Context: an optimization exercise on an open-source flow, tuned for small area, a short achievable clock period and few clock cycles. The choices shown serve that exercise and are no tape-out recipe. Only simulation tests tie the RTL to the original design; equivalence was not proved.

==> design.v <==
module st_unit (
    input             clk,
    input             rst,
    input             cmd_valid,
    output reg        cmd_ready,
    input      [1:0]  cmd_op,
    input      [2:0]  cmd_sel,
    input      [31:0] cmd_x,
    input      [31:0] cmd_n,
    input      [47:0] cmd_mean,
    input      [63:0] cmd_m2,
    output reg        rsp_valid,
    output reg [31:0] rsp_n,
    output reg [47:0] rsp_mean,
    output reg [63:0] rsp_m2,
    output     [63:0] rsp_std,
    output reg        rsp_sat
);
    localparam NINST = 7;
    localparam F     = 16;
    localparam DK  = 4;                   
    localparam DNS = (64 + DK - 1) / DK;  
    localparam DW  = DNS * DK;
    localparam NS  = DNS;                 
    localparam PW  = 98;                  
    localparam OP_OBSERVE = 2'd0;
    localparam OP_LOAD    = 2'd1;
    localparam OP_STDDEV  = 2'd2;
    localparam OP_CLEAR   = 2'd3;
    localparam [31:0] SEED_TICKS = 32'd5000;
    localparam S_IDLE  = 4'd0;
    localparam S_SETUP = 4'd1;    
    localparam S_DIV   = 4'd2;    
    localparam S_MFIN  = 4'd4;    
    localparam S_VDIV  = 4'd6;    
    reg [31:0] st_n    [0:NINST-1];
    reg [47:0] st_mean [0:NINST-1];
    reg [63:0] st_m2   [0:NINST-1];
    reg [NINST-1:0] st_rst;
    reg [3:0]  state;
    reg [1:0]  c_op;
    reg [2:0]  c_sel;
    reg [31:0] c_x;          
    reg [47:0] abs_d;        
    reg [63:0] A;            
    reg [31:0] R;            
    reg [31:0] D;            
    reg [40:0] SR;           
    reg [39:0] Q;            
    reg [33:0] D3;           
    reg [PW-1:0] pS, pC;     
    reg [DK-1:0] md_a, md_q; 
    reg [NS-1:0] oh;         
    reg [DK-1:0] nb;         
    reg [4:0]    tl;         
    reg          wb_v;       
    reg [2:0]    wb_sel;
    reg        neg;          
    reg        sat_n;
    assign rsp_std = {24'd0, Q};
    wire accept = cmd_valid & cmd_ready;
    function [NS-1:0] top1;
        input [NS-1:0] nz;
        integer k;
        reg seen;
        begin
            seen = 1'b0;
            for (k = NS - 1; k >= 1; k = k - 1) begin
                top1[k] = nz[k] & ~seen;
                seen    = seen | nz[k];
            end
            top1[0] = ~seen;
        end
    endfunction
    wire        cur_rst  = st_rst[c_sel];
    wire [63:0] m2_new;      
    wire [31:0] cur_n    = cur_rst ? ((c_sel == 3'd0) ? 32'd1 : 32'd0) : st_n[c_sel];
    wire [47:0] cur_mean = cur_rst ? ((c_sel == 3'd0) ? {SEED_TICKS, {F{1'b0}}} : 48'd0) : st_mean[c_sel];
    wire [63:0] cur_m2   = cur_rst ? 64'd0 : st_m2[c_sel];
    wire is_obs = (c_op == OP_OBSERVE);
    wire [47:0] xf       = {c_x, {F{1'b0}}};
    wire        n_full   = &cur_n;
    wire        n_lt2    = (cur_n[31:1] == 31'd0);
    wire [31:0] n_pm     = cur_n + {{31{~is_obs}}, 1'b1};
    wire [31:0] n_new    = (is_obs & n_full) ? cur_n : n_pm;
    wire [33:0] x3_a     = {1'b0, cur_n, 1'b0};
    wire [33:0] x3_b     = {2'b0, cur_n};
    wire [33:0] x3_c     = is_obs ? (n_full ? 34'd0 : 34'd3) : {{32{1'b1}}, 2'b01};
    wire [33:0] n_x3     = (x3_a ^ x3_b ^ x3_c) +
                           (((x3_a & x3_b) | (x3_a & x3_c) | (x3_b & x3_c)) << 1);
    wire [47:0] ad_p = xf ^ ~cur_mean;
    reg  [47:0] ad_g, ad_pp;
    integer l, j;
    always @* begin
        ad_g  = xf & ~cur_mean;
        ad_pp = ad_p;
        for (l = 0; l < 6; l = l + 1)
            for (j = 0; j < 48; j = j + 1)
                if (((j >> l) & 1) == 1) begin
                    ad_g[j]  = ad_g[j] | (ad_pp[j] & ad_g[((j >> l) << l) - 1]);
                    ad_pp[j] = ad_pp[j] & ad_pp[((j >> l) << l) - 1];
                end
    end
    wire [47:0] ad_c0  = {ad_g[46:0], 1'b0};
    wire [47:0] ad_c1  = {ad_g[46:0] | ad_pp[46:0], 1'b1};
    wire [47:0] ad_s0  = ad_p ^ ad_c0;
    wire [47:0] ad_s1  = ad_p ^ ad_c1;
    wire        d_neg  = ~(ad_g[47] | ad_pp[47]);
    wire [47:0] d_abs  = d_neg ? ~ad_s0 : ad_s1;
    wire [63:0] dvd      = is_obs ? {16'd0, d_abs} : cur_m2;
    wire [DW-1:0] dvd_ext = {{(DW-64){1'b0}}, dvd};
    reg  [NS-1:0] dvd_nz;
    always @* begin
        dvd_nz = {NS{1'b0}};
        for (j = 0; j < DNS; j = j + 1) dvd_nz[j] = |dvd_ext[j*DK +: DK];
    end
    wire [NS-1:0] dv_top = top1(dvd_nz);
    reg  [DK-1:0] dv_tdig;
    always @* begin
        dv_tdig = {DK{1'b0}};
        for (j = 0; j < DNS; j = j + 1) begin
            dv_tdig = dv_tdig | ({DK{dv_top[j]}} & dvd_ext[j*DK +: DK]);
        end
    end
    reg  [NS-1:0] m2_nz;
    always @* begin
        m2_nz = {NS{1'b0}};
        for (j = 0; j < DNS; j = j + 1)
            m2_nz[j] = |({{(DW-64){1'b0}}, cur_m2} >> (j*DK)) & {DK{1'b1}};
    end
    wire [NS-1:0] m2_top = top1(m2_nz);
    reg  [DK-1:0] m2_tdig, m2_nxt;
    always @* begin
        m2_tdig = {DK{1'b0}};
        m2_nxt  = {DK{1'b0}};
        for (j = 0; j < DNS; j = j + 1) begin
            m2_tdig = m2_tdig | ({DK{m2_top[j]}} & (({{(DW-64){1'b0}}, cur_m2} >> (j*DK)) & {DK{1'b1}}));
            if (j > 0)
                m2_nxt = m2_nxt | ({DK{m2_top[j]}} & (({{(DW-64){1'b0}}, cur_m2} >> ((j-1)*DK)) & {DK{1'b1}}));
        end
    end
    wire sk = ~is_obs & ~m2_top[0] &
              ((cur_n[31:5] != 27'd0) | ({1'b0, m2_tdig} + 5'd2 <= cur_n[4:0]));
    wire [DW-1:0] A_ext = {{(DW-64){1'b0}}, A};
    wire [DK-1:0] dv_bits = nb;
    reg  [31:0]   dv_r;
    reg  [DK-1:0] dv_q;
    reg  [33:0]   dv_rs;
    reg  [34:0]   dv_t1, dv_t2, dv_t3;
    reg           dv_g1, dv_g2, dv_g3;
    integer t;
    always @* begin
        dv_r = R[31:0];
        for (t = DK/2 - 1; t >= 0; t = t - 1) begin
            dv_rs = {dv_r, dv_bits[2*t+1 -: 2]};
            dv_t1 = {1'b0, dv_rs} - {3'b0, D[31:0]};
            dv_t2 = {1'b0, dv_rs} - {2'b0, D[31:0], 1'b0};
            dv_t3 = {1'b0, dv_rs} - {1'b0, D3};
            dv_g3 = ~dv_t3[34];
            dv_g2 = ~dv_t2[34];
            dv_g1 = ~dv_t1[34];
            dv_q[2*t+1 -: 2] = {dv_g2, dv_g3 | (dv_g1 & ~dv_g2)};
            dv_r = ({32{dv_g3}}           & dv_t3[31:0]) |
                   ({32{dv_g2 & ~dv_g3}}  & dv_t2[31:0]) |
                   ({32{dv_g1 & ~dv_g2}}  & dv_t1[31:0]) |
                   ({32{~dv_g1}}          & dv_rs[31:0]);
        end
    end
    reg [DW-1:0] A_qw;
    always @* begin
        for (j = 0; j < DNS; j = j + 1)
            A_qw[j*DK +: DK] = oh[j] ? dv_q : A_ext[j*DK +: DK];
    end
    wire [DK:0]   md_d = {1'b0, md_a} + {1'b0, ~md_q} + {{DK{1'b0}}, state == S_MFIN};
    reg  [PW-1:0] cs_s, cs_c, row;
    always @* begin
        cs_s = pS << DK;
        cs_c = pC << DK;
        for (t = 0; t <= DK; t = t + 1) begin
            row  = {PW{md_d[t]}} & ({{(PW-48){1'b0}}, abs_d} << t);
            {cs_s, cs_c} = {cs_s ^ cs_c ^ row,
                            ((cs_s & cs_c) | (cs_s & row) | (cs_c & row)) << 1};
        end
    end
    wire [47:0] quot     = A[47:0];
    wire [47:0] mean_new = cur_mean + (quot ^ {48{neg}}) + {47'd0, neg};
    wire [PW-1:0] m2_row = {{(PW-64-F){1'b0}}, {64{state == S_MFIN}} & cur_m2, {F{1'b0}}};
    wire [PW-1:0] mf_s   = cs_s ^ cs_c ^ m2_row;
    wire [PW-1:0] mf_c   = ((cs_s & cs_c) | (cs_s & m2_row) | (cs_c & m2_row)) << 1;
    wire [PW-1:0] m2_sum = pS + pC;
    wire        m2_ovf   = |m2_sum[PW-1:64+F];
    assign      m2_new   = m2_ovf ? 64'hFFFF_FFFF_FFFF_FFFF : m2_sum[63+F:F];
    wire        tl_busy = |tl;
    wire [3:0]  sq_bits = (tl_busy & ~tl[4]) ? 4'd0 : md_q;
    reg  [40:0] sq_r;
    reg  [39:0] sq_q;
    reg  [42:0] sq_rs;
    reg  [42:0] sq_tr;
    reg  [43:0] sq_df;
    always @* begin
        sq_r = SR;
        sq_q = Q;
        for (t = 1; t >= 0; t = t - 1) begin
            sq_rs = {sq_r, sq_bits[2*t+1 -: 2]};
            sq_tr = {1'b0, sq_q, 2'b01};
            sq_df = {1'b0, sq_rs} - {1'b0, sq_tr};
            sq_q  = {sq_q[38:0], ~sq_df[43]};
            sq_r  = sq_df[43] ? sq_rs[40:0] : sq_df[40:0];
        end
    end
    reg [31:0] n_aft;
    reg [47:0] mean_aft;
    reg [63:0] m2_aft;
    always @* begin
        case (c_op)
        OP_LOAD:    begin n_aft = c_x;      mean_aft = abs_d;    m2_aft = A;      end
        OP_CLEAR:   begin n_aft = 32'd0;    mean_aft = 48'd0;    m2_aft = 64'd0;  end
        default:    begin n_aft = cur_n;    mean_aft = cur_mean; m2_aft = cur_m2; end
        endcase
        if (state == S_MFIN) begin
            n_aft = D; mean_aft = mean_new;
        end
        if (wb_v) m2_aft = m2_new;
    end
    wire k_ok = |dvd_nz[NS-1:3];
    wire setup_wait = (tl_busy & (~is_obs | ~k_ok)) |
                      (wb_v & (c_op[0] | ((c_op == OP_STDDEV) & n_lt2) | (c_sel == wb_sel)));
    wire v_end = (state == S_VDIV) & oh[0];
    wire last  = (state == S_MFIN) | ((state == S_SETUP) & c_op[0] & ~setup_wait) | v_end;
    wire st_we = (state == S_MFIN) | ((state == S_SETUP) & c_op[0] & ~setup_wait);
    wire [2:0] st_a = wb_v ? wb_sel : c_sel;
    wire [4:0] tl_nx = v_end ? 5'b10000 : (tl >> 1);
    wire rsp_ld = wb_v | v_end |
                  ((state == S_SETUP) & ~setup_wait & (c_op[0] | ((c_op == OP_STDDEV) & n_lt2)));
    wire rsp_ld_nm = (state == S_MFIN) | (rsp_ld & ~wb_v);
    reg [3:0]    ns;
    reg [NS-1:0] noh;
    always @* begin
        ns  = state;
        noh = oh >> 1;
        case (state)
        S_IDLE: ;
        S_SETUP: begin
            noh = sk ? (m2_top >> 1) : dv_top;
            if (!setup_wait)
                case (c_op)
                OP_OBSERVE: ns = S_DIV;
                OP_STDDEV:  ns = n_lt2 ? S_IDLE : S_VDIV;
                default:    ns = S_IDLE;
                endcase
        end
        S_DIV:   if (oh[0]) ns = S_MFIN;
        S_MFIN:  ns = S_IDLE;
        S_VDIV:  if (oh[0]) ns = S_IDLE;
        default: ns = S_IDLE;
        endcase
        if (accept) ns = S_SETUP;
    end
    reg  [DK-1:0] nb_dv;
    always @* begin
        nb_dv = {DK{1'b0}};
        for (j = 0; j < DNS; j = j + 1)
            nb_dv = nb_dv | ({DK{noh[j]}} & A_ext[j*DK +: DK]);
    end
    wire [DK-1:0] nb_nx = (state == S_SETUP) ? (sk ? m2_nxt : dv_tdig) : nb_dv;
    wire [1:0] op_nx = accept ? cmd_op : c_op;
    wire ready_nx = (ns == S_IDLE) | (ns == S_MFIN) |
                    ((ns == S_SETUP) & op_nx[0] & (tl_nx == 5'd0) & (state != S_MFIN)) |
                    ((ns == S_VDIV) & noh[0]);
    always @(posedge clk) begin
        if (rst) begin
            state     <= S_IDLE;
            cmd_ready <= 1'b1;
            rsp_valid <= 1'b0;
            tl        <= 5'd0;
            wb_v      <= 1'b0;
            st_rst    <= {NINST{1'b1}};
        end else begin
            state     <= ns;
            cmd_ready <= ready_nx;
            rsp_valid <= (rsp_ld & ~v_end) | tl[0];
            tl        <= tl_nx;
            wb_v      <= (state == S_MFIN);
            if (st_we) st_rst[c_sel] <= 1'b0;
        end
        oh <= noh;
        if (state == S_MFIN) begin
            wb_sel  <= c_sel;
        end
        nb <= nb_nx;
        if (st_we) begin
            st_n[c_sel]    <= n_aft;
            st_mean[c_sel] <= mean_aft;
        end
        if (st_we | wb_v)
            st_m2[st_a]    <= m2_aft;
        if (rsp_ld_nm) begin
            rsp_n    <= n_aft;
            rsp_mean <= mean_aft;
        end
        if (rsp_ld) begin
            rsp_m2   <= m2_aft;
            rsp_sat  <= wb_v & (sat_n | m2_ovf);
        end
        case (state)
        S_SETUP: begin
            if (is_obs) begin
                abs_d <= d_abs;
                neg   <= d_neg;
                sat_n <= n_full;
            end
            if (!c_op[0]) A <= dvd;    
            D <= n_new;
            D3 <= n_x3;
        end
        S_DIV, S_VDIV: begin
            A <= A_qw[63:0];
        end
        default: ;
        endcase
        if ((state == S_SETUP) & ~tl_busy) begin
            SR   <= 41'd0;
            Q    <= 40'd0;
        end else begin
            SR   <= sq_r;
            Q    <= sq_q;
        end
        if (state == S_SETUP) begin
            R    <= sk ? {{(32-DK){1'b0}}, m2_tdig} : 32'd0;
            pS   <= ~{{(PW-48){1'b0}}, d_abs};
            pC   <= {{(PW-1){1'b0}}, 1'b1};
            md_a <= {DK{1'b0}};
            md_q <= {DK{1'b0}};
        end else begin
            R    <= dv_r;
            pS   <= mf_s;
            pC   <= mf_c;
            md_a <= dv_bits;
            md_q <= dv_q;
        end
        if (accept) begin
            c_op  <= cmd_op;
            c_sel <= cmd_sel;
            c_x   <= (cmd_op == OP_LOAD) ? cmd_n : cmd_x;
            abs_d <= cmd_mean;
            A     <= cmd_m2;
        end
    end
endmodule
==> run.sh <==
#!/bin/bash
# synth_recipe.tcl (not shown) runs the flow's synth.tcl, then flattens the netlist and writes it again
# the make line also repeats each setting of config.mk as NAME=value (left out here)
make -C /OpenROAD-flow-scripts/flow DESIGN_CONFIG=/design/flow/config.mk WORK_HOME=/design/flow/orfs CLKGATE_MAP_FILE= SYNTH_SCRIPT=/design/flow/synth_recipe.tcl finish
==> config.mk <==
export PLATFORM = sky130hd
export DESIGN_NAME = st_unit
export DESIGN_NICKNAME = st_unit
export VERILOG_FILES = /design/flow/design.v
export SDC_FILE = /design/flow/constraint.sdc
export NUM_CORES = 4
export LEC_CHECK = 0
export ABC_CLOCK_PERIOD_IN_PS = 6000
export CAP_MARGIN = 20
export CORE_MARGIN = 2
export CORE_UTILIZATION = 62
export SETUP_SLACK_MARGIN = 3
export SLEW_MARGIN = 20
==> constraint.sdc <==
create_clock -name core_clock -period 11.0 [get_ports {clk}]
set_input_delay 2.2000 -clock core_clock [delete_from_list [all_inputs] [get_ports {clk}]]
set_output_delay 2.2000 -clock core_clock [all_outputs]
set_load 0.01 [all_outputs]
==> run summary, run 1 <==
The run finished with no timing, DRC or antenna violations. The number of hold buffers added after CTS was 0. In this run the horizontal extent of the chip is 425 um. The initial antenna violation count is 25, and the pin slew with the least headroom to its limit is 1.37 ns.

The cell at the slowest stage of the critical path was sky130_fd_sc_hd__nor3_1. The number of H-tree levels is 4, and the effective utilization at floorplan is 62.4%. Final worst slack: 2.98 ns. In this run the core area contains 154 standard-cell rows. The multi-input combinational cells in the finished layout cover a total of 58600 um2.

The run gives 12496 as the filler cell count in the final layout. In the final routed layout, each cell accounts on average for 29.2 um. The maximum clock insertion buffer count is 3. After synthesis, the share of flip-flops with an asynchronous set or reset is 0%.

Measured against its own limit, the worst slew margin works out to 8.27%. The quantity of I/O buffers inserted on ports was 370; the count of routing violations after the opening detailed-route iteration was 10807. The worst clock skew is 0.0823 ns. In the routed design, unresolved DRC markers number 0. The run gives 395 as the I/O pin total. Detailed placement finished with a half-perimeter wire length of 274000 um. Via count of the first global-routing pass: 83032.

For the total clock buffers created by CTS, the log shows 182. The global-route total usage across every layer is 40.8%, and the die area is 181000 um2. From synthesis to final layout, the design area changed by 14.0%.

The worst path uses 72.9% of the clock period. The sequential-to-total area share from yosys stat was 43.9%. TritonCTS built the clock tree. In this run the remaining antenna-violating nets after routing total 0.

Synthesis produced 10122 cells. The tools report the area of the mapped netlist as 110000 um2. The critical path class was reg -> reg. The sum of negative setup slack was 0 ns.

Most instantiated flip-flop cell in the synthesis netlist: sky130_fd_sc_hd__edfxtp_1. Placed cell count: 12528. For this design, the sink count on the clock tree is 1726. The worst slack on hold paths came out at 0.470 ns.

The worst setup path is captured at a flop. Of all nets on the critical path, the largest fanout is 19. The chip height came out at 425 um.

The launching element type of the critical path is a flop. Final hold violation count: 0. The fraction of layout instances using a drive strength above 1 is 10.9%. For the number of warning messages in the yosys log, the log shows 1.

The delay of the slowest cell on the worst path works out to 0.40 ns. After clock tree synthesis, the clock-pin slew on the worst setup and hold paths is 0.06 ns. The clock root buffer master is sky130_fd_sc_hd__clkbuf_16. The path category of the worst min-delay check was reg -> reg. Entering global routing, the biggest net connects 119 pins. The run gives 0 as the number of pins exceeding their max-slew limit in the final report. The number of vias per cell after detailed routing was 6.65. The floorplan step defined a core boundary enclosing 176000 um2.

The setup slack after placement was 1.01 ns; the count of flip-flops with a built-in enable after synthesis was 1371. The first global-routing pass estimated 542000 um of wire. Across the run, the number of max-cap violations was 0.

The arrival time at the worst endpoint is 8.65 ns. The number of synthesized register bits works out to 1726. For the final weighted congestion in routability-driven placement, the log shows 1.05. In the final design database the tool counted 11863 nets. Once layout is complete, the cells apart from fillers number 13020. Each instance of the synthesized netlist takes up on average 10.9 um2.

Setup repair after global routing could not meet its margin everywhere. The data required time of the critical path came out at 11.63 ns. The logs give 0.91 ns for the insertion delay to the later sink of the worst-skew pair and 0 for the leftover overflow at the end of global routing. The final route contains 86600 vias. The first detailed-routing pass took 10 iterations. Summing all flip-flop and latch instances after layout gives 48300 um2.

The count of different cell masters after synthesis is 105. Derived from the worst setup path, the maximum achievable clock frequency is 125 MHz. Total wire length: 380000 um. Setup violations remaining at the end of the flow were counted as 0. The worst path needs 8.02 ns of the cycle, external delays included.
==> cells in the mapped netlist (17+ instances only) <==
library cell / instances / area share [%]
sky130_fd_sc_hd__or3_1: 66 / 0.38
sky130_fd_sc_hd__a31oi_1: 84 / 0.48
sky130_fd_sc_hd__o21a_1: 72 / 0.49
sky130_fd_sc_hd__a31o_2: 18 / 0.14
sky130_fd_sc_hd__nor2b_1: 134 / 0.76
sky130_fd_sc_hd__edfxtp_1: 1371 / 37
sky130_fd_sc_hd__inv_1: 652 / 2.2
sky130_fd_sc_hd__o21ai_0: 524 / 2.4
sky130_fd_sc_hd__a21oi_1: 657 / 3.0
sky130_fd_sc_hd__and2_1: 189 / 1.1
sky130_fd_sc_hd__a221oi_1: 156 / 1.2
sky130_fd_sc_hd__or2_2: 42 / 0.24
sky130_fd_sc_hd__a211o_1: 27 / 0.22
sky130_fd_sc_hd__xor2_1: 213 / 1.7
sky130_fd_sc_hd__or4_1: 17 / 0.12
sky130_fd_sc_hd__xnor2_1: 241 / 1.9
sky130_fd_sc_hd__o31ai_1: 43 / 0.29
sky130_fd_sc_hd__a22oi_1: 103 / 0.70
sky130_fd_sc_hd__buf_6: 19 / 0.19
sky130_fd_sc_hd__mux2i_1: 258 / 2.3
sky130_fd_sc_hd__nor4_1: 49 / 0.28
sky130_fd_sc_hd__a211oi_1: 78 / 0.53
sky130_fd_sc_hd__nand3_1: 147 / 0.67
sky130_fd_sc_hd__o21bai_1: 44 / 0.30
sky130_fd_sc_hd__nand4_1: 57 / 0.32
sky130_fd_sc_hd__buf_1: 51 / 0.17
sky130_fd_sc_hd__clkbuf_1: 303 / 1.0
sky130_fd_sc_hd__and3_1: 69 / 0.39
sky130_fd_sc_hd__mux2_2: 86 / 0.88
sky130_fd_sc_hd__nor2_1: 703 / 2.4
sky130_fd_sc_hd__a21o_1: 181 / 1.2
sky130_fd_sc_hd__nand2_1: 854 / 2.9
sky130_fd_sc_hd__nand2b_1: 235 / 1.3
sky130_fd_sc_hd__buf_2: 35 / 0.16
sky130_fd_sc_hd__fa_1: 389 / 7.1
sky130_fd_sc_hd__dfxtp_1: 355 / 6.5
sky130_fd_sc_hd__o2111ai_1: 27 / 0.22
sky130_fd_sc_hd__o211ai_1: 64 / 0.44
sky130_fd_sc_hd__mux4_2: 139 / 2.8
sky130_fd_sc_hd__ha_1: 781 / 8.9
sky130_fd_sc_hd__buf_4: 84 / 0.57
sky130_fd_sc_hd__nor3_1: 170 / 0.77
==> worst max-delay path: cells and delay by family, from the launching register on <==
family / cells / cell delay [ns]
buffers and inverters: 6 / 0.95
adders and majority gates: 2 / 0.50
DFF: 1 / 0.32
and+or+nand+nor: 6 / 1.75
AOI/OAI and AO/OA: 21 / 4.19
==> stage by stage <==
step / utilization (%) / area, um2
finish: 71.2 / 125000
global route: 71.2 / 125000
CTS: 70.3 / 124000
detailed placement: 65.9 / 116000
global placement: 65.9 / 116000
floorplan: - / 110000
==> cell usage in the layout (no fill, tap or decap), types with 78 or more instances in the layout <==
master / netlist / layout
sky130_fd_sc_hd__nor2b_1: 134 / 132
sky130_fd_sc_hd__a22oi_1: 103 / 81
sky130_fd_sc_hd__mux2_2: 86 / 86
sky130_fd_sc_hd__nor3_1: 170 / 160
sky130_fd_sc_hd__edfxtp_1: 1371 / 1371
sky130_fd_sc_hd__a221oi_1: 156 / 153
sky130_fd_sc_hd__nand2_1: 854 / 847
sky130_fd_sc_hd__ha_1: 781 / 770
sky130_fd_sc_hd__xnor2_1: 241 / 236
sky130_fd_sc_hd__nand2b_1: 235 / 233
sky130_fd_sc_hd__mux2i_1: 258 / 256
sky130_fd_sc_hd__nor2_1: 703 / 662
sky130_fd_sc_hd__clkbuf_16: 0 / 188
sky130_fd_sc_hd__clkdlybuf4s50_1: 0 / 370
sky130_fd_sc_hd__buf_4: 84 / 235
sky130_fd_sc_hd__a21oi_1: 657 / 633
sky130_fd_sc_hd__a21o_1: 181 / 180
sky130_fd_sc_hd__fa_1: 389 / 387
sky130_fd_sc_hd__mux4_2: 139 / 139
sky130_fd_sc_hd__nand3_1: 147 / 146
sky130_fd_sc_hd__o21ai_0: 524 / 492
sky130_fd_sc_hd__xor2_1: 213 / 212
sky130_fd_sc_hd__dfxtp_1: 355 / 350
sky130_fd_sc_hd__a31oi_1: 84 / 78
sky130_fd_sc_hd__and2_1: 189 / 187
sky130_fd_sc_hd__inv_1: 652 / 641
==> final cells by class <==
class / count / area share [%]
inverter: 656 / 1.99
multi-input combinational: 7278 / 46.7
sequential: 1726 / 38.5
clock inverter: 124 / 1.36
tap: 2340 / 2.34
timing repair buffer: 665 / 5.22
antenna: 12 / 0.0240
clock buffer: 219 / 3.79
==> logic make-up (layout without fill, tap and decap cells) <==
group                      Yosys count  count (layout)  share of synthesized area [%]
and+or+nand+nor                   2807            2814                           12.3
adders and majority gates         1170            1170                           16.0
other                                1              37                        0.00341
buffers and inverters             1149            1664                           4.38
xor gates and xnor gates           454             454                           3.62
AOI/OAI and AO/OA                 2325            2325                           13.7
DFF                               1726            1726                           43.9
muxes                              490             490                           6.15
==> worst paths after layout <==
kind          endpoint  slack (ns)       from  cells past startpoint
min reg2reg  st_rst[0]        0.47  st_rst[0]                      1
max              A[12]        2.98       D[6]                     35
min          st_rst[0]        0.47  st_rst[0]                      1
max reg2reg      A[12]        2.98       D[6]                     35
==> state kept, by name (all words and copies together), names as in the netlist, 33 cells and up, named ones only <==
name      count
D3           33
rsp_m2       64
pS           98
st_n        224
Q            40
st_mean     336
pC           93
abs_d        48
st_m2       448
A            64
SR           41
rsp_mean     48
==> metal layers <==
| metal | routed length, um | up-vias | track usage, % |
|---|---|---|---|
| met5 | 141 | - | 0 |
| met4 | 33800 | 18 | 29.3 |
| li1 | - | 37597 | - |
| met2 | 170000 | 5253 | 63.2 |
| met3 | 38200 | 1309 | 8.48 |
| met1 | 138000 | 42423 | 51.2 |
==> repair_timing <==
action                                  in CTS  in global routing
buffers inserted                            69                 49
pin swaps                                   49                 72
gates resized for setup                    137                185
endpoints found under the setup margin     127                160
cloned                                       5                 11
Testbench counts, summed over its fixed seeds: cycles 26,654.
==> run 2: changes to the inputs <==
--- a/design.v
+++ b/design.v
@@ -75,7 +75,8 @@
     wire        cur_rst  = st_rst[c_sel];
     wire [63:0] m2_new;      
+    wire        cur_fwd  = wb_v & (c_sel == wb_sel);
     wire [31:0] cur_n    = cur_rst ? ((c_sel == 3'd0) ? 32'd1 : 32'd0) : st_n[c_sel];
     wire [47:0] cur_mean = cur_rst ? ((c_sel == 3'd0) ? {SEED_TICKS, {F{1'b0}}} : 48'd0) : st_mean[c_sel];
-    wire [63:0] cur_m2   = cur_rst ? 64'd0 : st_m2[c_sel];
+    wire [63:0] cur_m2   = cur_fwd ? m2_new : cur_rst ? 64'd0 : st_m2[c_sel];
     wire is_obs = (c_op == OP_OBSERVE);
     wire [47:0] xf       = {c_x, {F{1'b0}}};
@@ -225,5 +226,5 @@
     wire k_ok = |dvd_nz[NS-1:3];
     wire setup_wait = (tl_busy & (~is_obs | ~k_ok)) |
-                      (wb_v & (c_op[0] | ((c_op == OP_STDDEV) & n_lt2) | (c_sel == wb_sel)));
+                      (wb_v & (c_op[0] | ((c_op == OP_STDDEV) & n_lt2)));
     wire v_end = (state == S_VDIV) & oh[0];
     wire last  = (state == S_MFIN) | ((state == S_SETUP) & c_op[0] & ~setup_wait) | v_end;
--- a/config.mk
+++ b/config.mk
@@ -6,8 +6,8 @@
 export NUM_CORES = 4
 export LEC_CHECK = 0
-export ABC_CLOCK_PERIOD_IN_PS = 6000
+export ABC_CLOCK_PERIOD_IN_PS = 5500
 export CAP_MARGIN = 20
 export CORE_MARGIN = 2
-export CORE_UTILIZATION = 62
-export SETUP_SLACK_MARGIN = 3
+export CORE_UTILIZATION = 58
+export SETUP_SLACK_MARGIN = 4
 export SLEW_MARGIN = 20
==> run 2 against run 1 <==
Effect of this change: maximum frequency decreased by 9.5%; via count increased by 14%; first-iteration DRC count increased by 59%; hold slack improved by 0.014 ns; sequential share of layout area decreased by 2.3 points; routed wire length increased by 29%; global-route usage increased by 7.0 points; synthesized cell count increased by 5.0%; die area increased by 8.9%; clock skew increased by 0.064 ns; utilization decreased by 1.8 points; critical path type unchanged.
==> run summary, run 2 <==
The flow ran to the end and the layout has no timing, DRC or antenna violations. The largest registers in the layout are st_m2: 448 flops, st_mean: 336 flops, st_n: 224 flops. The global-route total usage across every layer was 47.8% (+7.0 points). Total wire length: 490000 um (+29%). The count of flip-flops with a built-in enable after synthesis is 1371 (unchanged).

The count of routing violations after the opening detailed-route iteration is 17236 (+59%). The placed cell count is 13369 (+6.7%), and the share of async-settable or async-resettable flops after synthesis is 0% (unchanged). The average footprint of a synthesized cell is 10.6 um2 (-2.9%). The critical path class is reg -> reg.

Most common cell in the synthesized netlist: sky130_fd_sc_hd__edfxtp_1. The run gives 114 (-4.2%) as the largest net degree at the start of global routing. The logs give 1726 (unchanged) for the number of clock sinks seen by CTS and 0.94 ns (+0.03 ns) for the insertion delay to the later sink of the worst-skew pair.

The number of warning messages in the yosys log is 1 (unchanged). In the layout the commonest cells are sky130_fd_sc_hd__edfxtp_1 (1371), sky130_fd_sc_hd__nor2_1 (898), sky130_fd_sc_hd__nand2_1 (816). The most common library cell in the layout ignoring fill and taps is sky130_fd_sc_hd__edfxtp_1.

The area share of the largest cell type after synthesis works out to 36.7% (-0.73 points). The sum of negative setup slack is 0 ns (unchanged), and the cell count after synthesis is 10629 (+5.0%). Yosys attributes the largest share of cell area to sky130_fd_sc_hd__edfxtp_1 (37%), sky130_fd_sc_hd__ha_1 (8.7%), sky130_fd_sc_hd__fa_1 (6.9%), sky130_fd_sc_hd__dfxtp_1 (6.3%), sky130_fd_sc_hd__nor2_1 (3.3%).

The type of destination of the critical path was a flop. For the sequential-to-total area share from yosys stat, the log shows 43.0% (-0.86 points). The tools report the number of vias after detailed routing as 98642 (+14%). Most instantiated flip-flop cell in the synthesis netlist: sky130_fd_sc_hd__edfxtp_1. The logs give 0 (unchanged) for the reported max-cap violation count and 344000 um (+25%) for the post-detailed-placement half-perimeter wirelength. The final antenna-violating net count is 0 (unchanged). The part of the cycle the worst path needs works out to 80.5% (+7.6 points).

The delay of the slowest cell on the worst path came out at 0.66 ns (+0.26 ns). Relative to the synthesized area, the layout overhead comes to 19.0%. The data required time of the critical path was 11.75 ns (+0.12 ns).

The run gives 112 (+6.7%) as the count of different cell masters after synthesis. The cell at the slowest stage of the critical path was sky130_fd_sc_hd__xnor2_1. For the number of pins exceeding their max-slew limit in the final report, the log shows 0 (unchanged). The effective utilization at floorplan is 58.3% (-4.1 points), and the top achievable clock speed is 113 MHz (-9.5%). The number of flip-flops under the largest register name was 448 (unchanged); the setup violation total in the final timing report was 0 (unchanged).

The post-CTS clock slew at the launch and capture registers of the worst setup and hold paths came out at 0.07 ns (about the same). Among the stages of the critical path, the cell type that occurs most often is sky130_fd_sc_hd__o21a_1. The via count of the first global-routing pass was 93832 (+13%). The run gives 161 (+4.5%) as the number of rows in the core area. The chip height is 444 um (+4.4%). Clock tree synthesis selected as its root buffer the cell sky130_fd_sc_hd__clkbuf_16. The floorplan core area was 192000 um2 (+9.2%). The width of the die was 444 um (+4.4%).

The final hold violation count is 0 (unchanged). The worst hold path belongs to the class reg -> reg. Minimum clock period after layout: 8.86 ns (+0.840 ns). Register with the most flip-flops: st_m2.

The run gives 395 (unchanged) as the I/O pin total. The average wire length per cell after detail routing was 35.0 um (+20%); the number of H-tree levels was 4 (unchanged).

The highest fanout seen on the critical path is 6 (-13), and the worst clock skew is 0.146 ns (+0.0637 ns). The tools report the die area as 197000 um2 (+8.9%). The run gives 69.4% (-1.8 points) as the post-layout utilization of the core. TritonCTS built the clock tree. The leftover overflow at the end of global routing came out at 0 (unchanged).

The area of the mapped netlist came out at 112000 um2 (+2.0%). The number of synthesized register bits works out to 1726 (unchanged). Wire length of the first global-routing pass: 674000 um (+24%).

The quantity of I/O buffers inserted on ports came out at 370 (unchanged). The worst setup path is launched from a flop. The number of vias per cell after detailed routing was 7.03 (+5.7%).

For the final layout net count, the log shows 12680 (+6.9%). The logs give 42 (+68%) for the initial antenna violation count and 12.2% (+3.9 points) for the worst-case headroom to the max-slew limit. The pin slew with the least headroom to its limit is 1.32 ns (-0.0493 ns), and the DRC violation count after routing is 0 (unchanged). Final weighted congestion in routability-driven placement: 1.12 (+6.3%).

The tools report the maximum clock insertion buffer count as 3 (unchanged). The fraction of layout instances using a drive strength above 1 was 16.5% (+5.6 points); the first-pass iteration count of the detailed router was 11 (+1). The arrival time at the worst endpoint is 9.61 ns (+0.96 ns). By count the netlist is led by sky130_fd_sc_hd__edfxtp_1 (1371), sky130_fd_sc_hd__nor2_1 (985), sky130_fd_sc_hd__nand2_1 (840), sky130_fd_sc_hd__ha_1 (781), sky130_fd_sc_hd__inv_1 (758). Of all cell types, the one taking the most synthesized area is sky130_fd_sc_hd__edfxtp_1.

The run gives 14033 (+7.8%) as the count of placed standard cells in the final layout, fillers left out. Setup repair after global routing could not meet its margin everywhere. The run gives 182 (unchanged) as the total clock buffers created by CTS.
[run 2: cell count changes in the layout (fill, tap and decap cells not counted), sizes merged, moves of 38 or more]
cell    before  now
a221oi     156  106
nor2       703  985
nand2b     235  183
buf        286  603
mux2i      258  310
a21oi      658  726
o21a        72  111
inv        660  764
a22oi      110   72
and2       194  155
o21ai      527  583
[run 2: cell families (layout without fill, tap and decap cells)]
| group | Yosys count | after routing | synth area share, % |
|---|---|---|---|
| and+or+nand+nor | 2972 | 2975 | 12.4 |
| AOI/OAI and AO/OA | 2476 | 2477 | 14.2 |
| DFF | 1726 | 1726 | 43.0 |
| buffers and inverters | 1259 | 2086 | 4.54 |
| adders and majority gates | 1170 | 1170 | 15.7 |
| muxes | 539 | 539 | 6.38 |
| xor gates and xnor gates | 486 | 486 | 3.80 |
| other | 1 | 48 | 0.00334 |
[run 2: metal layers]
metal	vias to the layer above	routed length [um]	global-route usage (%)
met4	26	39300	29.5
met5	-	184	0
met3	1854	72600	14.9
met2	8827	205000	69.4
met1	48099	173000	62.6
li1	39836	-	-
[run 2: timing repair]
item	in CTS	in global routing
setup buffers	173	102
gates cloned	15	6
pin swaps	158	166
gates resized for setup	538	329
setup endpoints to repair	418	257
hold buffers	0	0
[run 2: stage by stage]
step | cell area, um2 | setup WS (ns) | hold slack, ns
after global placement | 120000 | 0.240 | 0.433
after CTS | 131000 | 2.45 | 0.470
after floorplan | 114000 | 2.88 | 0.421
final | 133000 | 2.14 | 0.484
after global routing | 133000 | 2.07 | 0.494
after detailed placement | 120000 | 0.607 | 0.441
[run 2: cell type report]
class | count | area [um2]
clock buffer | 222 | 4790
sequential | 1726 | 48300
timing repair inverter | 1 | 7.51
antenna | 23 | 57.6
clock inverter | 120 | 1480
timing repair buffer | 981 | 9410
inverter | 762 | 2910
multi-input combinational | 7672 | 63300
fill | 13469 | 58900
tap | 2526 | 3160
[run 2: worst max-delay path, delay by kind of cell (launching register included)]
family | cells | cell delay, ns
xor+xnor | 1 | 0.66
fa+ha+maj | 3 | 0.81
flops | 1 | 0.34
simple gates | 13 | 3.37
buf+inv | 2 | 0.30
compound gates | 15 | 3.24
[run 2: final timing paths]
path                to       from  depth (start not counted)  slack (ns)
min          st_rst[3]  st_rst[3]                          1        0.48
min reg2reg  st_rst[3]  st_rst[3]                          1        0.48
max              nb[3]     pS[27]                         34        2.14
max reg2reg      nb[3]     pS[27]                         34        2.14
Testbench counts of run 2, summed over its fixed seeds: cycles 25,971.
==> run 3: changes to the inputs <==
--- a/design.v
+++ b/design.v
@@ -149,5 +149,4 @@
     reg  [33:0]   dv_rs;
     reg  [34:0]   dv_t1, dv_t2, dv_t3;
-    reg           dv_g1, dv_g2, dv_g3;
     integer t;
     always @* begin
@@ -158,12 +157,13 @@
             dv_t2 = {1'b0, dv_rs} - {2'b0, D[31:0], 1'b0};
             dv_t3 = {1'b0, dv_rs} - {1'b0, D3};
-            dv_g3 = ~dv_t3[34];
-            dv_g2 = ~dv_t2[34];
-            dv_g1 = ~dv_t1[34];
-            dv_q[2*t+1 -: 2] = {dv_g2, dv_g3 | (dv_g1 & ~dv_g2)};
-            dv_r = ({32{dv_g3}}           & dv_t3[31:0]) |
-                   ({32{dv_g2 & ~dv_g3}}  & dv_t2[31:0]) |
-                   ({32{dv_g1 & ~dv_g2}}  & dv_t1[31:0]) |
-                   ({32{~dv_g1}}          & dv_rs[31:0]);
+            if (!dv_t3[34]) begin
+                dv_q[2*t+1 -: 2] = 2'd3; dv_r = dv_t3[31:0];
+            end else if (!dv_t2[34]) begin
+                dv_q[2*t+1 -: 2] = 2'd2; dv_r = dv_t2[31:0];
+            end else if (!dv_t1[34]) begin
+                dv_q[2*t+1 -: 2] = 2'd1; dv_r = dv_t1[31:0];
+            end else begin
+                dv_q[2*t+1 -: 2] = 2'd0; dv_r = dv_rs[31:0];
+            end
         end
     end
--- a/config.mk
+++ b/config.mk
@@ -9,5 +9,5 @@
 export CAP_MARGIN = 20
 export CORE_MARGIN = 2
-export CORE_UTILIZATION = 58
+export CORE_UTILIZATION = 65
 export SETUP_SLACK_MARGIN = 4
 export SLEW_MARGIN = 20
==> run 3 against run 2 <==
Effect of this change: the run now fails in 5_1_grt; synthesized area fell by 0.38%; synthesized cell count up 0.37%.
==> run summary, run 3 <==
The tools report the total clock buffers created by CTS as 178 (-2.2%). The run gives 1726 (unchanged) as the number of clock sinks seen by CTS. Number of hold buffers added after cts: 0 (unchanged). After synthesis, the cell types taking the most area are sky130_fd_sc_hd__edfxtp_1 (37%), sky130_fd_sc_hd__ha_1 (8.7%), sky130_fd_sc_hd__fa_1 (7.0%), sky130_fd_sc_hd__dfxtp_1 (6.4%), sky130_fd_sc_hd__nand2_1 (3.6%). Ranked by instance count, the synthesized netlist is headed by sky130_fd_sc_hd__edfxtp_1 (1371), sky130_fd_sc_hd__nand2_1 (1081), sky130_fd_sc_hd__nor2_1 (836), sky130_fd_sc_hd__inv_1 (813), sky130_fd_sc_hd__ha_1 (781). Area of the mapped netlist: 112000 um2 (-0.38%).

The average footprint of a synthesized cell works out to 10.5 um2 (-0.75%). The global-route total usage across every layer was 67.1%; the effective utilization at floorplan was 65.3% (+7.0 points). The first error in the log reads "[ERROR GRT-0232] Routing congestion too high. Check the congestion heatmap in the GUI". The I/O pin total was 395 (unchanged); the count of flip-flops with a built-in enable after synthesis was 1371 (unchanged).

The width of the die is 419 um (-5.7%). Clock tree synthesis selected as its root buffer the cell sky130_fd_sc_hd__clkbuf_16. The cell count after synthesis was 10668 (+0.37%); the chip height was 419 um (-5.7%).

Entering global routing, the biggest net connects 135 pins. The cell accounting for the most synthesized area was sky130_fd_sc_hd__edfxtp_1. Number of rows in the core area: 152 (-5.6%).

The run stopped with a tool error. The tools report the post-detailed-placement half-perimeter wirelength as 333000 um (-3.0%). The maximum clock insertion buffer count came out at 3 (unchanged). After the last repair the worst path ends at a sequential cell input.

The share of async-settable or async-resettable flops after synthesis came out at 0% (unchanged). The number of warning messages in the yosys log is 1 (unchanged), and the initial antenna violation count is 126. The final weighted congestion in routability-driven placement is 1.13 (+1.1%). The quantity of I/O buffers inserted on ports was 370 (unchanged). The number of synthesized register bits is 1726 (unchanged).

After global-route timing repair, the worst endpoint was R[3]$_DFF_P_/D. The logs give 4 (unchanged) for the number of H-tree levels and 140 for the leftover overflow at the end of global routing. The most instantiated flip-flop cell in the synthesis netlist was sky130_fd_sc_hd__edfxtp_1. The logs give 13057 (-2.3%) for the placed cell count and 123 (+9.8%) for the count of different cell masters after synthesis. The most common cell in the synthesized netlist is sky130_fd_sc_hd__edfxtp_1. The area share of the largest cell type after synthesis came out at 36.8% (+0.14 points). The flow stopped in 5_1_grt. The sequential-to-total area share from yosys stat is 43.2% (+0.16 points).
==> run 3: worst max path at each step <==
stage / end / slack, ns / depth (start not counted)
4_1_cts: D3[33] / 2.14 / 34
3_5_place_dp: R[3] / -0.07 / 43
3_3_place_gp: R[3] / 0.08 / 43
2_1_floorplan: D3[33] / 2.68 / 48
==> run 3: routing by layer <==
layer	GRT overflow	GRT usage, %
met5	0	23.5
met4	61	55.7
met3	5	47.6
met2	64	85.3
met1	10	72.7
==> run 3: logic make-up after synthesis <==
| logic type | count (synthesis) | share of synthesized area (%) |
|---|---|---|
| buffers and inverters | 1325 | 4.74 |
| AND/OR/NAND/NOR | 2941 | 12.2 |
| AO/OA/AOI/OAI | 2559 | 14.5 |
| other | 1 | 0.00336 |
| multiplexers | 489 | 6.12 |
| flip-flops | 1726 | 43.2 |
| XOR/XNOR | 457 | 3.58 |
| adder cells (fa/ha/maj) | 1170 | 15.7 |
==> run 3: per-stage QoR <==
step | cell area, um2 | setup slack (ns)
2_1_floorplan | 113000 | 2.68
3_3_place_gp | 119000 | 0.0789
4_1_cts | 129000 | 2.14
3_5_place_dp | 119000 | -0.0716
==> run 3: timing repair <==
item,CTS
gates resized for setup,447
pin swaps,163
setup buffers,212
gates cloned,14
endpoints found under the setup margin,326
Testbench counts of run 3, summed over its fixed seeds: cycles 25,971.

[what the ideal ports hide]
No port has a modelled driver above. Below, the same layouts with a new extraction and two added sets of constraints. Step 1 (the two cells are an assumption about what drives the block):
set clk [get_ports {clk}]
set_driving_cell -lib_cell sky130_fd_sc_hd__clkbuf_16 $clk
set_driving_cell -lib_cell sky130_fd_sc_hd__buf_2 [delete_from_list [all_inputs] $clk]
Step 2 times the ports against the registers' clock, not the clock port: input delays grow and output delays shrink by t, the midpoint of the rising clock arrivals with the driver on. Slacks: ideal ports / drivers / drivers and shift; pairs: ideal ports / drivers.
run | t, ns | setup slack, ns | worst setup path at the end | clock arrival spread, ns
run 1 | 0.967 | 2.984 / 2.984 / 2.984 | register to register | 0.083 / 0.083
run 2 | 0.974 | 2.145 / 2.145 / 2.145 | register to register | 0.146 / 0.146
After both steps every run listed still meets setup and hold.
